Background: an optimization exercise with open tools, aiming at small area, a short achievable clock period and few clock cycles per item. Do not read the settings as production practice. Function was checked by simulation only, so behaviour that the tests miss may differ from the original.

==> run a <==
## dds_engine
module dds_engine (
  input  wire        clk,
  input  wire        rst,             
  input  wire        req_valid,
  output wire        req_ready,
  input  wire [31:0] req_phase_inc,
  input  wire [31:0] req_off1,
  input  wire [31:0] req_off2,
  input  wire [31:0] req_off3,
  input  wire [15:0] req_amp,         
  input  wire        req_en,
  input  wire [1:0]  req_kind,        
  input  wire [1:0]  req_firp,        
  input  wire [2:0]  req_pm,          
  input  wire [15:0] req_alpha,       
  output wire        out_valid,
  input  wire        out_ready,
  output wire [31:0] out_a,           
  output wire [31:0] out_b            
);
clock: 30.0 ns
lec_check: 0
abc_area: 1
cap_margin: 20
core_margin: 2
core_utilization: 60
place_density: 0.72
slew_margin: 20
synth_memory_max_bits: 65536
standard.sh (not shown) runs the stock make flow with config.mk's settings and CLKGATE_MAP_FILE= SYNTH_SCRIPT=/design/flow/synth_recipe.tcl, a recipe that flattens the netlist after the stock synthesis.
==> flow/flow/run.sh <==
#!/bin/bash
# The standard layout (the standard.sh), with the port buffers that
# global placement inserts made buf_4 cells instead of the default choice.
set -euo pipefail
export BUFFER_PORTS_ARGS="-buffer_cell sky130_fd_sc_hd__buf_4"
bash standard.sh > standard.log 2>&1
==> inputs of run b, as changes to run a <==
--- a/flow/design.v
+++ b/flow/design.v
@@ -328,20 +328,22 @@
       fir_out = acc[14:5];
     end
   endfunction
   function [25:0] iir;
     input [25:0] y;
-    input [9:0]  z;
+    input [9:0]  x;
     input [41:0] cf;                  
+    reg   [9:0]  z;
     reg   [10:0] ehi;
     reg   [26:0] e;
     reg   [27:0] sel, r;
     reg   [41:0] acc, row;
     reg          one, two, neg, pneg;
     integer i;
     begin
-      ehi  = {z[9], z} + {~y[25], ~y[25:16]} + {10'd0, cf[40]};
+      z    = x - {9'd0, cf[40]};
+      ehi  = {x[9], x} + {~y[25], ~y[25:16]};
       e    = {ehi, ~y[15:0]};
       acc  = cf[41] ? {z, {16{cf[40]}}, cf[39:24]} : {y, cf[39:24]};
       pneg = 1'b0;
       for (i = 0; i < 8; i = i + 1) begin
         one = cf[i];
@@ -422,11 +424,10 @@
   reg [31:0] P;
   reg [1:0]  k_act;
   reg [31:0] s_inc, s_off1, s_off2, s_off3;
   reg        s_en;
   reg [15:0] s_amp;
-  reg        xdec;                    
   reg [1:0]  c_kind, c_firp;
   reg        c_en;
   reg [2:0]  c_pm;
   reg [41:0] icf;                     
   reg [1:0]  d_kind, d_firp;
@@ -458,14 +459,14 @@
   wire [39:0] dv = {cc_of(st3, d_kind, d_firp, ~d_en | (d_pm <= 3'd3)),
                     cc_of(st2, d_kind, d_firp, ~d_en | (d_pm <= 3'd2)),
                     cc_of(st1, d_kind, d_firp, ~d_en | (d_pm <= 3'd1)),
                     cc_of(st0, d_kind, d_firp, ~d_en | (d_pm == 3'd0))};
   wire [9:0] xa0, xa1, xa2, xa3;
-  dds_amp amp0 (.sm(sm0), .amp(s_amp), .dec(xdec), .x(xa0));
-  dds_amp amp1 (.sm(sm1), .amp(s_amp), .dec(xdec), .x(xa1));
-  dds_amp amp2 (.sm(sm2), .amp(s_amp), .dec(xdec), .x(xa2));
-  dds_amp amp3 (.sm(sm3), .amp(s_amp), .dec(xdec), .x(xa3));
+  dds_amp amp0 (.sm(sm0), .amp(s_amp), .dec(1'b0), .x(xa0));
+  dds_amp amp1 (.sm(sm1), .amp(s_amp), .dec(1'b0), .x(xa1));
+  dds_amp amp2 (.sm(sm2), .amp(s_amp), .dec(1'b0), .x(xa2));
+  dds_amp amp3 (.sm(sm3), .amp(s_amp), .dec(1'b0), .x(xa3));
   always @(posedge clk) begin
     if (rst) begin
       rdy   <= 1'b0;
       busy  <= 1'b0;
       pend  <= 1'b0;
@@ -513,11 +514,10 @@
       s_off3 <= req_off3;
       s_en   <= req_en;
     end
     if (ldb) begin
       s_amp  <= req_amp;
-      xdec   <= (req_kind == 2'd1) & req_cf[40];
       c_kind <= req_kind;
       c_en   <= req_en;
       c_firp <= req_firp;
       c_pm   <= req_pm;
       icf    <= req_cf;
SLEW_MARGIN = 50   (was 20)
==> inputs of run c, as changes to run a <==
--- a/flow/design.v
+++ b/flow/design.v
@@ -328,20 +328,22 @@
       fir_out = acc[14:5];
     end
   endfunction
   function [25:0] iir;
     input [25:0] y;
-    input [9:0]  z;
+    input [9:0]  x;
     input [41:0] cf;                  
+    reg   [9:0]  z;
     reg   [10:0] ehi;
     reg   [26:0] e;
     reg   [27:0] sel, r;
     reg   [41:0] acc, row;
     reg          one, two, neg, pneg;
     integer i;
     begin
-      ehi  = {z[9], z} + {~y[25], ~y[25:16]} + {10'd0, cf[40]};
+      z    = x - {9'd0, cf[40]};
+      ehi  = {x[9], x} + {~y[25], ~y[25:16]};
       e    = {ehi, ~y[15:0]};
       acc  = cf[41] ? {z, {16{cf[40]}}, cf[39:24]} : {y, cf[39:24]};
       pneg = 1'b0;
       for (i = 0; i < 8; i = i + 1) begin
         one = cf[i];
@@ -422,11 +424,10 @@
   reg [31:0] P;
   reg [1:0]  k_act;
   reg [31:0] s_inc, s_off1, s_off2, s_off3;
   reg        s_en;
   reg [15:0] s_amp;
-  reg        xdec;                    
   reg [1:0]  c_kind, c_firp;
   reg        c_en;
   reg [2:0]  c_pm;
   reg [41:0] icf;                     
   reg [1:0]  d_kind, d_firp;
@@ -458,14 +459,14 @@
   wire [39:0] dv = {cc_of(st3, d_kind, d_firp, ~d_en | (d_pm <= 3'd3)),
                     cc_of(st2, d_kind, d_firp, ~d_en | (d_pm <= 3'd2)),
                     cc_of(st1, d_kind, d_firp, ~d_en | (d_pm <= 3'd1)),
                     cc_of(st0, d_kind, d_firp, ~d_en | (d_pm == 3'd0))};
   wire [9:0] xa0, xa1, xa2, xa3;
-  dds_amp amp0 (.sm(sm0), .amp(s_amp), .dec(xdec), .x(xa0));
-  dds_amp amp1 (.sm(sm1), .amp(s_amp), .dec(xdec), .x(xa1));
-  dds_amp amp2 (.sm(sm2), .amp(s_amp), .dec(xdec), .x(xa2));
-  dds_amp amp3 (.sm(sm3), .amp(s_amp), .dec(xdec), .x(xa3));
+  dds_amp amp0 (.sm(sm0), .amp(s_amp), .dec(1'b0), .x(xa0));
+  dds_amp amp1 (.sm(sm1), .amp(s_amp), .dec(1'b0), .x(xa1));
+  dds_amp amp2 (.sm(sm2), .amp(s_amp), .dec(1'b0), .x(xa2));
+  dds_amp amp3 (.sm(sm3), .amp(s_amp), .dec(1'b0), .x(xa3));
   always @(posedge clk) begin
     if (rst) begin
       rdy   <= 1'b0;
       busy  <= 1'b0;
       pend  <= 1'b0;
@@ -513,11 +514,10 @@
       s_off3 <= req_off3;
       s_en   <= req_en;
     end
     if (ldb) begin
       s_amp  <= req_amp;
-      xdec   <= (req_kind == 2'd1) & req_cf[40];
       c_kind <= req_kind;
       c_en   <= req_en;
       c_firp <= req_firp;
       c_pm   <= req_pm;
       icf    <= req_cf;
CTS_CLUSTER_DIAMETER = 100   (was not set)
CTS_CLUSTER_SIZE = 30   (was not set)
SLEW_MARGIN = 50   (was 20)
==> comparison <==
In sequential cell count, run c and run b do not differ. In run a the clock skew is lower than in run b, by 4.6 ps. Between run c and run b, the lower sequential share of layout area is in run b (gap 0.15 points). Against run a, the cell count of run b is smaller by 0.45%. Global-route usage: run a > run b > run c. Of run b and run a, run b has the higher core utilization (gap 0.42 points). Fmax, highest first: run b, run c, run a. The highest non-clock buffer count belongs to run a, the lowest to run b. In run b the register-to-register slack is better than in run a, by 390 ps. Of run b and run a, run a has the higher via count (gap about 1.1%, measured against run a). Hold slack: run c > run b > run a.
Testbench counts of run a, summed over its fixed seeds: cycles 24,712, items 24,576.
Testbench counts of run b, summed over its fixed seeds: cycles 24,712, items 24,576.
Testbench counts of run c, summed over its fixed seeds: cycles 24,712, items 24,576.

[port drivers added, routing unchanged]
The results above use ideal ports. As a check the final layouts listed here were re-extracted and re-timed, cells and wires unchanged. Step 1 assumes that a clkbuf_16 drives the clock port and a buf_2 every other input. Step 2 adds t to the input delays and takes it off the output delays; t is the mean of the earliest and latest rising clock arrival at the registers after step 1. Input paths then give back, and output paths get back, about the clock's delay inside the block. a / b / c = ideal ports / drivers / drivers and shift; a / b = the first two.
run	t (ns)	slack for setup (ns)	worst register clock-pin slew, ns
run a	0.885	22.164 / 22.164 / 22.164	0.08 / 0.08
run b	0.867	22.523 / 22.424 / 22.423	0.08 / 0.08
run c	0.854	22.495 / 22.401 / 22.437	0.12 / 0.12
After both steps every run listed still meets setup and hold. For run b, which loses most, drivers alone change the setup slack by -0.099 ns; drivers and shift together by -0.100 ns.
